Context: an optimization exercise on an open-source flow, tuned for small area, a short achievable clock period and few clock cycles per item. The choices shown serve that exercise and are no tape-out recipe. Only simulation tests tie the RTL to the original design; equivalence was not proved. Power is estimated from default activity; no workload was simulated.

==> inputs of run a <==
==> flow/design.v (excerpt) <==
module ccsds_demux (
    input  wire        clk,
    input  wire        rst,            
    input  wire [10:0] cfg_frame_len,  
    input  wire [5:0]  cfg_shl,        
    input  wire        cfg_has_ocf,    
    input  wire        cfg_has_fecf,   
    input  wire        in_valid,
    output wire        in_ready,
    input  wire [7:0]  in_data,
    output reg         out_valid,
    input  wire        out_ready,
    output reg  [7:0]  out_data,
    output wire [2:0]  out_vc,
    output reg         out_sop,        
    output reg         out_eop,        
    output reg         out_close,      
    output reg         out_idle        
);
    localparam [1:0] PH_P = 2'd0, PH_S = 2'd1, PH_D = 2'd2, PH_T = 2'd3;
    reg        skid_v;
    reg  [7:0] skid_d;
    assign in_ready = !skid_v;
    wire       avail = skid_v | in_valid;
    wire [7:0] b     = skid_v ? skid_d : in_data;
    reg ocf_r, fecf_r;
    reg  [1:0]  ph;
    reg  [5:0]  hc;       
    reg  [10:0] fc;       
    reg  [10:0] ccnt;     
    reg         fidle, fnost, past;
  ...
==> module ccsds_demux, before the edit <==
module ccsds_demux (
    input  wire        clk,
    input  wire        rst,            
    input  wire [10:0] cfg_frame_len,  
    input  wire [5:0]  cfg_shl,        
    input  wire        cfg_has_ocf,    
    input  wire        cfg_has_fecf,   
    input  wire        in_valid,
    output wire        in_ready,
    input  wire [7:0]  in_data,
    output reg         out_valid,
    input  wire        out_ready,
    output reg  [7:0]  out_data,
    output wire [2:0]  out_vc,
    output reg         out_sop,        
    output reg         out_eop,        
    output reg         out_close,      
    output reg         out_idle        
);
    localparam [1:0] PH_P = 2'd0, PH_S = 2'd1, PH_D = 2'd2, PH_T = 2'd3;
    reg        skid_v;
    reg  [7:0] skid_d;
    assign in_ready = !skid_v;
    wire       avail = skid_v | in_valid;
    wire [7:0] b     = skid_v ? skid_d : in_data;
    reg ocf_r, fecf_r;
    reg  [1:0]  ph;
    reg  [5:0]  hc;       
    reg  [10:0] fc;       
    reg  [10:0] ccnt;     
    reg         fidle, fnost, past;
    reg  [2:0]  cur_vc;   
    reg  [2:0]  new_vc;   
    assign out_vc = cur_vc;
    reg         wcmp, widl;
    reg  [15:0] wr;
    reg  [20:0] rg [0:6];
    wire        is_P = (ph == PH_P);
    wire        is_S = (ph == PH_S);
    wire        is_D = (ph == PH_D);
    wire        is_T = (ph == PH_T);
    wire [10:0] ftl2 = 11'd2 + (ocf_r ? 11'd4 : 11'd0) + (fecf_r ? 11'd2 : 11'd0);
    wire        last_data = (fc == ftl2);
    wire        last_byte = (fc == 11'd2);
    wire        ftl_z = !ocf_r && !fecf_r;
    wire        wok    = (cur_vc == new_vc) || fidle;
    wire        stall  = (out_valid && !out_ready) || (is_D && !wok);
    wire        fire   = avail && !stall;
    wire        data_byte = is_D && !fidle;
    wire        cz    = (ccnt == 11'd0);
    wire        c1    = (ccnt == 11'd1);
    wire        h1    = !wcmp && wr[1];
    wire        s_open = wcmp || wr[0];
    wire        cont  = fnost || !cz;
    wire        take_cont = cont && s_open;
    wire        take_emit = !cont;
    wire        is_pkt    = take_cont || take_emit;
    wire        new_pkt   = take_emit && (!s_open || !past);
    wire        do_close  = new_pkt && s_open;
    wire        last_cont = last_data || (!fnost && c1);
    wire        ncmp      = wcmp || wr[5];
    wire        forced_end = take_cont && last_cont && (!fnost || !ncmp);
    wire        len_end   = !new_pkt && wcmp && (wr == 16'd0);
    wire        end_pkt   = len_end || forced_end;
    wire        bff       = (b == 8'hFF);
    wire        idle_o    = widl && (h1 ? (!do_close && bff) : 1'b1);
    wire        step = fire && data_byte && is_pkt;
    wire        swap = (rg[6][20:18] == new_vc) && !out_valid;
    integer i;
    always @(posedge clk) begin
        ocf_r  <= cfg_has_ocf;
        fecf_r <= cfg_has_fecf;
        for (i = 1; i < 7; i = i + 1)
            rg[i] <= rg[i-1];
        rg[0] <= swap ? {cur_vc, wcmp, widl, wr} : rg[6];
        if (rst) begin
            skid_v    <= 1'b0;
            out_valid <= 1'b0;
            ph        <= PH_P;
            hc        <= 6'd5;
            cur_vc    <= 3'd0;
            new_vc    <= 3'd0;
            wcmp      <= 1'b0;
            wr[0]     <= 1'b0;
            for (i = 0; i < 7; i = i + 1) begin
                rg[i][20:18] <= i + 1;
                rg[i][17]    <= 1'b0;
                rg[i][0]     <= 1'b0;
            end
        end else begin
            if (skid_v) begin
                if (!stall) skid_v <= 1'b0;
            end else if (in_valid && stall) begin
                skid_v <= 1'b1;
            end
            if (fire)
                out_valid <= data_byte && is_pkt;
            else if (out_ready)
                out_valid <= 1'b0;
            if (swap) begin
                cur_vc <= new_vc;
                {wcmp, widl, wr} <= rg[6][17:0];
            end else if (step) begin
                if (end_pkt) begin
                    wcmp    <= 1'b0;
                    wr[0]   <= 1'b0;
                end else if (new_pkt) begin
                    wcmp    <= 1'b0;
                    widl    <= (b[2:0] == 3'd7);
                    wr[5:0] <= 6'b000011;
                end else if (!wcmp) begin
                    if (wr[1]) widl <= widl && bff;
                    if (wr[4]) wr[15:8] <= b;
                    if (wr[5]) begin
                        wcmp    <= 1'b1;
                        wr[7:0] <= b;
                    end else
                        wr[5:1] <= {wr[4:1], 1'b0};
                end else
                    wr <= wr - 16'd1;
            end
            if (fire) begin
                fc <= fc - 11'd1;
                case (ph)
                PH_P: begin
                    hc <= hc - 6'd1;
                    if (hc == 6'd5) fc <= cfg_frame_len;
                    if (hc == 6'd4) new_vc <= b[3:1];
                    if (hc == 6'd1) ccnt[10:8] <= b[2:0];
                    if (hc == 6'd0) begin
                        ccnt[7:0] <= b;
                        fidle <= ({ccnt[10:8], b} == 11'h7FE);
                        fnost <= ({ccnt[10:8], b} == 11'h7FF);
                        past  <= 1'b0;
                        hc    <= cfg_shl;
                        ph    <= (cfg_shl != 6'd0) ? PH_S : PH_D;
                    end
                end
                PH_S: begin
                    hc <= hc - 6'd1;
                    if (hc == 6'd1) ph <= PH_D;
                end
                PH_D: begin
                    if (!cz) ccnt <= ccnt - 11'd1;
                    if (data_byte && take_emit) past <= 1'b1;
                    if (last_data) begin
                        ph <= ftl_z ? PH_P : PH_T;
                        hc <= 6'd5;
                    end
                end
                PH_T: begin
                    if (last_byte) ph <= PH_P;
                end
                endcase
            end
        end
        if (!skid_v) skid_d <= in_data;
        if (fire) begin
            out_data  <= b;
            out_sop   <= new_pkt;
            out_eop   <= end_pkt;
            out_close <= do_close;
            out_idle  <= idle_o;
        end
    end
endmodule
clock: 10.0 ns
lec_check: 0
cap_margin: 40
core_margin: 2
core_utilization: 70
cts_cluster_diameter: 80
cts_cluster_size: 25
place_density: 0.8
slew_margin: 30
tns_end_percent: 2
standard.sh (not shown) runs the stock make flow with config.mk's settings and CLKGATE_MAP_FILE= SYNTH_SCRIPT=/design/flow/synth_recipe.tcl, a recipe that flattens the netlist after the stock synthesis.
==> flow/flow/run.sh <==
#!/bin/bash
# Standard ORFS layout; timing repair aimed at a tighter setup margin and
# port buffers of the smallest buffer cell (resized later by repair).
set -euo pipefail
bash standard.sh SETUP_SLACK_MARGIN=7.3 "BUFFER_PORTS_ARGS=-buffer_cell sky130_fd_sc_hd__buf_1" finish > flow_make.log 2>&1
==> inputs of run b, as changes to run a <==
--- a/flow/design.v
+++ b/flow/design.v
@@ -21,5 +21,6 @@
     reg        skid_v;
     reg  [7:0] skid_d;
-    assign in_ready = !skid_v;
+    reg        ir;        
+    assign in_ready = ir;
     wire       avail = skid_v | in_valid;
     wire [7:0] b     = skid_v ? skid_d : in_data;
@@ -66,4 +67,5 @@
     wire        idle_o    = widl && (h1 ? (!do_close && bff) : 1'b1);
     wire        step = fire && data_byte && is_pkt;
+    wire [15:0] wdec = wr - 16'd1;
     wire        swap = (rg[6][20:18] == new_vc) && !out_valid;
     integer i;
@@ -76,4 +78,5 @@
         if (rst) begin
             skid_v    <= 1'b0;
+            ir        <= 1'b1;
             out_valid <= 1'b0;
             ph        <= PH_P;
@@ -89,9 +92,6 @@
             end
         end else begin
-            if (skid_v) begin
-                if (!stall) skid_v <= 1'b0;
-            end else if (in_valid && stall) begin
-                skid_v <= 1'b1;
-            end
+            skid_v <= (skid_v || in_valid) && stall;
+            ir     <= !((skid_v || in_valid) && stall);
             if (fire)
                 out_valid <= data_byte && is_pkt;
@@ -102,21 +102,36 @@
                 {wcmp, widl, wr} <= rg[6][17:0];
             end else if (step) begin
-                if (end_pkt) begin
-                    wcmp    <= 1'b0;
-                    wr[0]   <= 1'b0;
-                end else if (new_pkt) begin
-                    wcmp    <= 1'b0;
-                    widl    <= (b[2:0] == 3'd7);
-                    wr[5:0] <= 6'b000011;
-                end else if (!wcmp) begin
-                    if (wr[1]) widl <= widl && bff;
-                    if (wr[4]) wr[15:8] <= b;
-                    if (wr[5]) begin
-                        wcmp    <= 1'b1;
-                        wr[7:0] <= b;
-                    end else
-                        wr[5:1] <= {wr[4:1], 1'b0};
-                end else
-                    wr <= wr - 16'd1;
+                if (end_pkt || new_pkt)
+                    wcmp <= 1'b0;
+                else if (wr[5])
+                    wcmp <= 1'b1;
+                if (end_pkt)
+                    wr[0] <= 1'b0;
+                else if (new_pkt)
+                    wr[0] <= 1'b1;
+                else if (wcmp)
+                    wr[0] <= wdec[0];
+                else if (wr[5])
+                    wr[0] <= b[0];
+                if (new_pkt)
+                    wr[5:1] <= 5'b00001;
+                else if (wcmp)
+                    wr[5:1] <= wdec[5:1];
+                else if (wr[5])
+                    wr[5:1] <= b[5:1];
+                else
+                    wr[5:1] <= {wr[4:1], 1'b0};
+                if (wcmp)
+                    wr[7:6] <= wdec[7:6];
+                else if (wr[5])
+                    wr[7:6] <= b[7:6];
+                if (wcmp)
+                    wr[15:8] <= wdec[15:8];
+                else if (wr[4])
+                    wr[15:8] <= b;
+                if (new_pkt)
+                    widl <= (b[2:0] == 3'd7);
+                else if (!wcmp && wr[1])
+                    widl <= widl && bff;
             end
             if (fire) begin
@@ -127,10 +142,10 @@
                     if (hc == 6'd5) fc <= cfg_frame_len;
                     if (hc == 6'd4) new_vc <= b[3:1];
-                    if (hc == 6'd1) ccnt[10:8] <= b[2:0];
+                    if (hc != 6'd0) ccnt[10:8] <= b[2:0];
+                    ccnt[7:0] <= b;
+                    fidle <= ({ccnt[10:8], b} == 11'h7FE);
+                    fnost <= ({ccnt[10:8], b} == 11'h7FF);
+                    past  <= 1'b0;
                     if (hc == 6'd0) begin
-                        ccnt[7:0] <= b;
-                        fidle <= ({ccnt[10:8], b} == 11'h7FE);
-                        fnost <= ({ccnt[10:8], b} == 11'h7FF);
-                        past  <= 1'b0;
                         hc    <= cfg_shl;
                         ph    <= (cfg_shl != 6'd0) ? PH_S : PH_D;
@@ -142,12 +157,11 @@
                 end
                 PH_D: begin
+                    hc <= 6'd5;
                     if (!cz) ccnt <= ccnt - 11'd1;
                     if (data_byte && take_emit) past <= 1'b1;
-                    if (last_data) begin
-                        ph <= ftl_z ? PH_P : PH_T;
-                        hc <= 6'd5;
-                    end
+                    if (last_data) ph <= ftl_z ? PH_P : PH_T;
                 end
                 PH_T: begin
+                    hc <= 6'd5;
                     if (last_byte) ph <= PH_P;
                 end
@@ -156,11 +170,19 @@
         end
         if (!skid_v) skid_d <= in_data;
-        if (fire) begin
-            out_data  <= b;
-            out_sop   <= new_pkt;
-            out_eop   <= end_pkt;
-            out_close <= do_close;
-            out_idle  <= idle_o;
-        end
+        {out_data, out_sop, out_eop, out_close, out_idle} <= out_n;
     end
+    wire [11:0] out_n;
+    ccsds_demux_hold #(.N(12)) u_hold (
+        .load(fire),
+        .cur({out_data, out_sop, out_eop, out_close, out_idle}),
+        .nxt({b, new_pkt, end_pkt, do_close, idle_o}),
+        .q(out_n));
 endmodule
+module ccsds_demux_hold #(parameter N = 1) (
+    input  wire         load,
+    input  wire [N-1:0] cur,
+    input  wire [N-1:0] nxt,
+    output wire [N-1:0] q
+);
+    assign q = load ? nxt : cur;
+endmodule
==> flow/flow/run.sh (replaced) <==
#!/bin/bash
# Standard ORFS layout; timing repair aimed at a tighter setup margin and
# port buffers of the smallest buffer cell (resized later by repair).
set -euo pipefail
bash standard.sh SETUP_SLACK_MARGIN=7.5 "BUFFER_PORTS_ARGS=-buffer_cell sky130_fd_sc_hd__buf_1" finish > flow_make.log 2>&1
- SYNTH_HIERARCHICAL: not set -> 1
- SYNTH_MINIMUM_KEEP_SIZE: not set -> 0
==> run notes <==
                                                                                                          run b                      run a
Result of the run                                                              no timing/DRC/antenna violations  no timing/DRC/antenna violations
Data required time of the worst path                                                                   10.36 ns                   10.17 ns
Die width                                                                                              111.7 um                   111.8 um
Area used by multi-input combinational logic                                                          2964 um^2                  2899 um^2
Multi-input gates                                                                                           465                        455
Hold Crit Start                                                                                       rg[4][12]                  rg[5][12]
Capturing element of the worst setup path                                                              out_idle                      wr[8]
Most Frequent Cell on Critical Path                                                     sky130_fd_sc_hd__mux2_4  sky130_fd_sc_hd__a211oi_4
Critical path launch point                                                                           in_data[5]                  out_ready
Post-synthesis share of cell area spent on full adders, half adders and majority gates                   1.848%                     2.463%
Post-synth EDFFs                                                                                             41                         53
Ratio of routed vias to standard cells                                                                    5.810                      5.925
Comb power frac                                                                                            7.1%                      19.2%
Clock group share of total power                                                                          32.0%                      26.0%
Fillers                                                                                                     718                        699
Synth Cell Area                                                                                       8123 um^2                  8128 um^2
Final routed wirelength across all metal layers                                                        16.22 mm                   16.50 mm
Fraction of layout cells with a size suffix above 1                                                      15.63%                     11.06%
Share of cell area taken by multi-input logic gates                                                      32.85%                     32.13%
Clock-pin slew on the worst setup and hold paths                                                        0.10 ns                    0.09 ns
Signal buffers                                                                                               72                         69
Clock Skews                                                                                          0.02737 ns                 0.03109 ns
Initial DRC count                                                                                           532                        714
Detailed-route wire length per cell                                                                    17.09 um                   17.57 um
Testbench counts of run a, summed over its fixed seeds: cycles 197,997, bytes 197,840.
Testbench counts of run b, summed over its fixed seeds: cycles 197,997, bytes 197,840.

## port drivers added, routing unchanged
In the flow no input, the clock included, has a driving cell. The finished layouts below were timed again as built, in two steps. Step 1: set_driving_cell puts a clkbuf_16 on clk and a buf_2 on each other input, an assumption about the parent block. Step 2 moves the port delays by t, midway between the first and last clock arrival at a register: inputs arrive t later, outputs are due t later. That takes back most of the time a late clock gives input paths. a / b / c = ideal ports / drivers / drivers and shift; a / b = the first two.
run | t (ns) | setup WS [ns] | hold WS [ns] | worst setup path after step 2 | worst data-port slew with drivers (ns)
run a | 0.490 | 6.877 / 6.866 / 6.375 | 0.307 / 0.307 / 0.307 | input to register | 0.05
run b | 0.494 | 6.997 / 6.998 / 6.521 | 0.308 / 0.308 / 0.308 | input to register | 0.05
After both steps setup and hold are still met in every run listed. For run a, which loses most, drivers alone change the setup slack by -0.011 ns; drivers and shift together by -0.502 ns.
